Source: an optimization exercise on an open RTL-to-GDS flow (aim: small area). Production flows keep margins and buffers that such runs may drop.
Function was checked by simulation only, so behaviour that the tests miss may differ from the original.
Power is estimated from default activity; no workload was simulated.

==> delta: inputs <==
## ir_engine
module ir_engine (
    input  wire        clk,
    input  wire        rst,           
    input  wire        us_step,       
    input  wire        ir_in,         
    input  wire        bus_valid,
    input  wire        bus_write,
    input  wire [7:0]  bus_addr,      
    input  wire [2:0]  bus_size,      
    input  wire [31:0] bus_wdata,
    output reg  [31:0] bus_rdata,
    output wire        ir_out,
    output wire        tx_active,
    output wire        irq
);
clock: 140.0 ns
lec_check: 0
cap_margin: 20
core_margin: 2
core_utilization: 45
place_density: 0.65
slew_margin: 20
standard.sh (not shown) runs the stock make flow with config.mk's settings and CLKGATE_MAP_FILE= SYNTH_SCRIPT=/design/flow/synth_recipe.tcl, a recipe that flattens the netlist after the stock synthesis.
==> flow/flow/run.sh <==
#!/bin/bash
# Layout flow: the standard synthesis, then an area-oriented re-mapping of its
# combinational logic (registers, their names and cell types untouched), then
# the standard layout steps from the re-mapped netlist.
set -euo pipefail
W=$(pwd)
R=$W/orfs/results/$FLOW_PLATFORM/ir_engine/base
LIB=$FLOW_HOME/platforms/$FLOW_PLATFORM/lib/sky130_fd_sc_hd__tt_025C_1v80.lib

# 1. standard synthesis
bash standard.sh synth > $W/flow_synth.log 2>&1

# 2. re-map the combinational logic
cp $R/1_2_yosys.v $W/std_synth.v
DU=$(grep -o -- "-dont_use [^ ]*" $W/orfs/logs/$FLOW_PLATFORM/ir_engine/base/1_2_yosys.log | sort -u | tr '\n' ' ')
KEEP=$(grep -o "sky130_fd_sc_hd__[a-z0-9_]*" $W/std_synth.v | sort -u | grep -E "__(e?df|sdf|dl|conb)" | tr '\n' ' ')
cat > $W/resyn.abc <<EOS
strash
&get -n
&deepsyn -T 60
&nf -a -R 1000
&put
EOS
yosys -l $W/flow_resyn.log -p "
read_liberty -ignore_miss_func $LIB
read_verilog $W/std_synth.v
hierarchy -top $FLOW_TOP
blackbox $KEEP
flatten
opt -purge
abc -liberty $LIB $DU -script $W/resyn.abc
opt_clean -purge
setundef -zero
splitnets
opt_clean -purge
hilomap -singleton -hicell sky130_fd_sc_hd__conb_1 HI -locell sky130_fd_sc_hd__conb_1 LO
insbuf -buf sky130_fd_sc_hd__buf_4 A X
opt_clean -purge
check
tee -o $W/resyn_stat.txt stat -liberty $LIB
write_verilog -noattr -nohex -nodec $W/resyn.v
" > /dev/null
cp $W/resyn.v $R/1_2_yosys.v
touch $R/1_2_yosys.v $R/1_2_yosys.sdc
rm -f $R/1_synth.odb $R/1_synth.sdc

# 3. standard layout from the re-mapped netlist
# clock tree without dummy balancing loads
CTS="-sink_clustering_enable -repair_clock_nets -dont_use_dummy_load -buf_list sky130_fd_sc_hd__clkbuf_16 -sink_clustering_size 30 -sink_clustering_max_diameter 50"
bash standard.sh "CTS_ARGS=$CTS" "BUFFER_PORTS_ARGS=-buffer_cell sky130_fd_sc_hd__buf_1" finish > $W/flow_layout.log 2>&1
==> garnet (differences from delta) <==
--- a/flow/design.v
+++ b/flow/design.v
@@ -37,38 +37,34 @@
     reg [18:0] ph_q;                  
     reg [15:0] el_q;                  
     reg        long_q, lost_q, tx_done_q, cmd_err_q, acc_err_q;
     reg        ien_rdy_q;
     reg [4:0]  ien_q;                 
     reg [15:0] cap_index_q;
     reg [7:0]  bank_sel_q;
     reg [15:0] bank_index_q;
-    wire [18:0] dv_c = carrier_q[18:0];
-    wire [18:0] half_now;
-    wire [18:0] dv_r [0:19];
-    assign dv_r[19] = 19'd500000;
-    genvar gb;
-    generate for (gb = 18; gb >= 0; gb = gb - 1) begin : dv
-        localparam integer W = 19 - gb;
-        wire [W-1:0] hi = dv_r[gb+1][18:gb];
-        wire [W:0]   df = {1'b0, hi} - {1'b0, dv_c[W-1:0]};
-        wire         cz;
-        if (W < 19) begin : g_hi
-            assign cz = ~|dv_c[18:W];
-        end else begin : g_full
-            assign cz = 1'b1;
-        end
-        assign half_now[gb] = cz & ~df[W];
-        if (gb > 0) begin : g_mid
-            assign dv_r[gb] = {half_now[gb] ? df[W-1:0] : hi, dv_r[gb+1][gb-1:0]};
-        end else begin : g_last
-            assign dv_r[gb] = half_now[gb] ? df[W-1:0] : hi;
+    function [18:0] half_div;
+        input [18:0] c;
+        reg   [19:0] rem;
+        reg   [37:0] sh;
+        integer b;
+        begin
+            rem = 20'd500000;
+            for (b = 18; b >= 0; b = b - 1) begin
+                sh = {19'd0, c} << b;
+                if (sh <= {18'd0, rem}) begin
+                    rem = rem - sh[19:0];
+                    half_div[b] = 1'b1;
+                end else begin
+                    half_div[b] = 1'b0;
+                end
+            end
         end
-    end endgenerate
+    endfunction
     wire        bus_go   = bus_valid & ~us_step;
     wire        acc_ok   = (bus_size == 3'd4) && (bus_addr[1:0] == 2'b00) && !bus_addr[7];
     wire [4:0]  ra       = bus_addr[6:2];
     reg  [2:0]  rd_slot;
     reg  [3:0]  rd_idx;
     always @* begin
         if (us_step) begin
             rd_slot = {1'b0, tx_slot_q};
@@ -119,16 +115,17 @@
                 es_idx   = j;
             end
         end
     end
     wire [7:0]  op  = bus_wdata[7:0];
     wire [7:0]  arg = bus_wdata[15:8];
     wire        cmd_bad = (|bus_wdata[31:16]) || (op > 8'h06) || (arg != 8'd0 && op != 8'h05);
     wire        car_ok  = (carrier_q != 32'd0) && (carrier_q <= 32'd500000);
+    wire [18:0] half_now = half_div(carrier_q[18:0]);
     reg [31:0] rv;
     reg        cap_we, tx_we, bank_we;
     reg        tx_enter, tx_start;
     reg [31:0] now_d, last_edge_d, session_start_d, carrier_d;
     reg [5:0]  tick_d;
     reg        in_prev_d, cap_en_d, capturing_d, ready_d, last_level_d;
     reg [4:0]  count_d;
     reg [22:0] ms_d;
@@ -145,16 +142,17 @@
     reg        long_d, lost_d, tx_done_d, cmd_err_d, acc_err_d, ien_rdy_d;
     reg [4:0]  ien_d;
     reg [7:0]  bank_sel_d;
     task session_reset;
         begin
             capturing_d = 1'b0;
             ready_d     = 1'b0;
             count_d     = 5'd0;
+            ms_d        = 23'd0;
         end
     endtask
     task finalise;
         begin
             ms_d        = ms_inc;
             capturing_d = 1'b0;
             ready_d     = 1'b1;
         end
@@ -227,17 +225,17 @@
                     5'h00: rv = {11'd0, acc_err_q, cmd_err_q, tx_done_q, lost_q, long_q,
                                  6'd0, collect_result_q, in_prev_q, last_level_q,
                                  bank_size_q[2], tx_busy_q, cap_en_q,
                                  ready_q, ready_q, capturing_q};
                     5'h01: rv = {11'd0, ien_q, 14'd0, ien_rdy_q, 1'b0};
                     5'h02: acc_err_d = 1'b1;
                     5'h03: rv = now_q;
                     5'h04: rv = {27'd0, count_q};
-                    5'h05: rv = {9'd0, ready_q ? ms_q : 23'd0};
+                    5'h05: rv = {9'd0, capturing_q ? 23'd0 : ms_q};
                     5'h06: rv = {16'd0, cap_index_q};
                     5'h07: if (cap_index_q[15:5] == 11'd0 && cap_index_q[4:0] < count_q)
                                rv = {24'd0, mem_rd};
                     5'h08: rv = last_edge_q;
                     5'h09: rv = last_edge_q;
                     5'h0A: rv = session_start_q;
                     5'h0B: rv = {29'd0, bank_size_q};
                     5'h0C: rv = {24'd0, bank_sel_q};
@@ -352,41 +350,40 @@
                 ir_out_d  = ~es_idx[0];
             end
         end
     end
     always @(posedge clk) begin
         if (rst) begin
             now_q <= 32'd0; tick_q <= 6'd0; in_prev_q <= 1'b1;
             cap_en_q <= 1'b0; capturing_q <= 1'b0; ready_q <= 1'b0;
-            last_level_q <= 1'b1; count_q <= 5'd0;
+            last_level_q <= 1'b1; count_q <= 5'd0; ms_q <= 23'd0;
             last_edge_q <= 32'd0; session_start_q <= 32'd0;
             bank_size_q <= 3'd0; collect_result_q <= 2'd0;
             carrier_q <= 32'd38000; tx_count_q <= 5'd0; tx_index_q <= 16'd0;
             tx_busy_q <= 1'b0; ir_out_q <= 1'b0; tx_idx_q <= 5'd0; tx_half_q <= 19'd0;
             long_q <= 1'b0; lost_q <= 1'b0; tx_done_q <= 1'b0; cmd_err_q <= 1'b0;
             acc_err_q <= 1'b0; ien_rdy_q <= 1'b0; ien_q <= 5'd0;
             cap_index_q <= 16'd0; bank_sel_q <= 8'd0; bank_index_q <= 16'd0;
         end else begin
             now_q <= now_d; tick_q <= tick_d; in_prev_q <= in_prev_d;
             cap_en_q <= cap_en_d; capturing_q <= capturing_d; ready_q <= ready_d;
-            last_level_q <= last_level_d; count_q <= count_d;
+            last_level_q <= last_level_d; count_q <= count_d; ms_q <= ms_d;
             last_edge_q <= last_edge_d; session_start_q <= session_start_d;
             bank_size_q <= bank_size_d; collect_result_q <= collect_result_d;
             carrier_q <= carrier_d; tx_count_q <= tx_count_d; tx_index_q <= tx_index_d;
             tx_busy_q <= tx_busy_d; ir_out_q <= ir_out_d; tx_idx_q <= tx_idx_d;
             tx_half_q <= tx_half_d;
             long_q <= long_d; lost_q <= lost_d; tx_done_q <= tx_done_d; cmd_err_q <= cmd_err_d;
             acc_err_q <= acc_err_d; ien_rdy_q <= ien_rdy_d; ien_q <= ien_d;
             cap_index_q <= cap_index_d; bank_sel_q <= bank_sel_d; bank_index_q <= bank_index_d;
         end
     end
     always @(posedge clk) begin
         us_q <= us_d;
-        ms_q <= ms_d;
         tx_buf_q <= tx_buf_d;
         tx_slot_q <= tx_slot_d;
         ph_q <= ph_d;
         el_q <= el_d;
         bus_rdata <= rv;
     end
     always @(posedge clk) begin
         if (!rst) begin
--- a/flow/flow/run.sh
+++ b/flow/flow/run.sh
@@ -13,18 +13,19 @@
 # 2. re-map the combinational logic
 cp $R/1_2_yosys.v $W/std_synth.v
 DU=$(grep -o -- "-dont_use [^ ]*" $W/orfs/logs/$FLOW_PLATFORM/ir_engine/base/1_2_yosys.log | sort -u | tr '\n' ' ')
 KEEP=$(grep -o "sky130_fd_sc_hd__[a-z0-9_]*" $W/std_synth.v | sort -u | grep -E "__(e?df|sdf|dl|conb)" | tr '\n' ' ')
 cat > $W/resyn.abc <<EOS
 strash
 &get -n
 &deepsyn -T 60
-&nf -a -R 1000
 &put
+dch -f
+map -a
 EOS
 yosys -l $W/flow_resyn.log -p "
 read_liberty -ignore_miss_func $LIB
 read_verilog $W/std_synth.v
 hierarchy -top $FLOW_TOP
 blackbox $KEEP
 flatten
 opt -purge
@@ -40,11 +41,9 @@
 tee -o $W/resyn_stat.txt stat -liberty $LIB
 write_verilog -noattr -nohex -nodec $W/resyn.v
 " > /dev/null
 cp $W/resyn.v $R/1_2_yosys.v
 touch $R/1_2_yosys.v $R/1_2_yosys.sdc
 rm -f $R/1_synth.odb $R/1_synth.sdc
 
 # 3. standard layout from the re-mapped netlist
-# clock tree without dummy balancing loads
-CTS="-sink_clustering_enable -repair_clock_nets -dont_use_dummy_load -buf_list sky130_fd_sc_hd__clkbuf_16 -sink_clustering_size 30 -sink_clustering_max_diameter 50"
-bash standard.sh "CTS_ARGS=$CTS" "BUFFER_PORTS_ARGS=-buffer_cell sky130_fd_sc_hd__buf_1" finish > $W/flow_layout.log 2>&1
+bash standard.sh > $W/flow_layout.log 2>&1
==> flow/config.mk (replaced) <==
export PLATFORM = sky130hd
export DESIGN_NAME = ir_engine
export DESIGN_NICKNAME = ir_engine
export VERILOG_FILES = /design/flow/design.v
export SDC_FILE = /design/flow/constraint.sdc
export NUM_CORES = 4
export LEC_CHECK = 0
export CAP_MARGIN = 40
export CORE_MARGIN = 2
export CORE_UTILIZATION = 25
export PLACE_DENSITY = 0.45
export SLEW_MARGIN = 20
==> run summary <==
item                                                                            delta                   garnet
Fraction of power consumed by the clock network                                 36.3%                    45.5%
Sw Share                                                                       22.34%                   24.24%
Detail Route met2 WL                                                         90.91 mm                 109.1 mm
Slowest stage cell, crit path                                                  nor4_1                  nand2_1
Maximum number of pins on one net before global-route repair                       84                       67
Clock net power                                                              0.276 mW                 0.411 mW
Post-Place Cell Area                                                      0.06323 mm²              0.06810 mm²
Post-layout worst setup margin                                               88.63 ns                 93.71 ns
Area occupied by registers                                                0.03772 mm²              0.03749 mm²
Worst clock skew                                                            0.1137 ns               0.09205 ns
Crit path top cell by count                                                    maj3_1                  nand2_1
Run status                                                    complete, no violations  complete, no violations
Worst Setup SP                                                          carrier_q[18]            carrier_q[17]
Number of global-route vias before repair                                       43730                    48880
Power share of the sequential group                                             58.0%                    48.3%
Pwr per Cell Area                                                        11.51 mW/mm²             12.30 mW/mm²
Data buffer area share                                                         2.184%                   3.896%

==> afterwards: timing with drivers on the ports <==
Ports are ideal in the flow. The routed layouts listed here were re-timed in OpenROAD.
Step 1 assumes that a clkbuf_16 drives the clock port and a buf_2 every other input.
Step 2 also shifts input and output timing later by t, the mid clock arrival at the registers, as if the neighbouring blocks saw the same clock.
Slacks: ideal ports / drivers / drivers and shift; pairs: ideal ports / drivers.
run	t, ns	setup WS [ns]	clock arrival spread, ns	slew at the worst register clock pin (ns)	pins driven straight from the clock port
delta	0.784	88.630 / 88.630 / 88.630	0.120 / 0.120	0.09 / 0.09	1
garnet	0.884	93.710 / 93.710 / 93.710	0.092 / 0.092	0.07 / 0.07	1
After both steps every run listed still meets setup and hold.
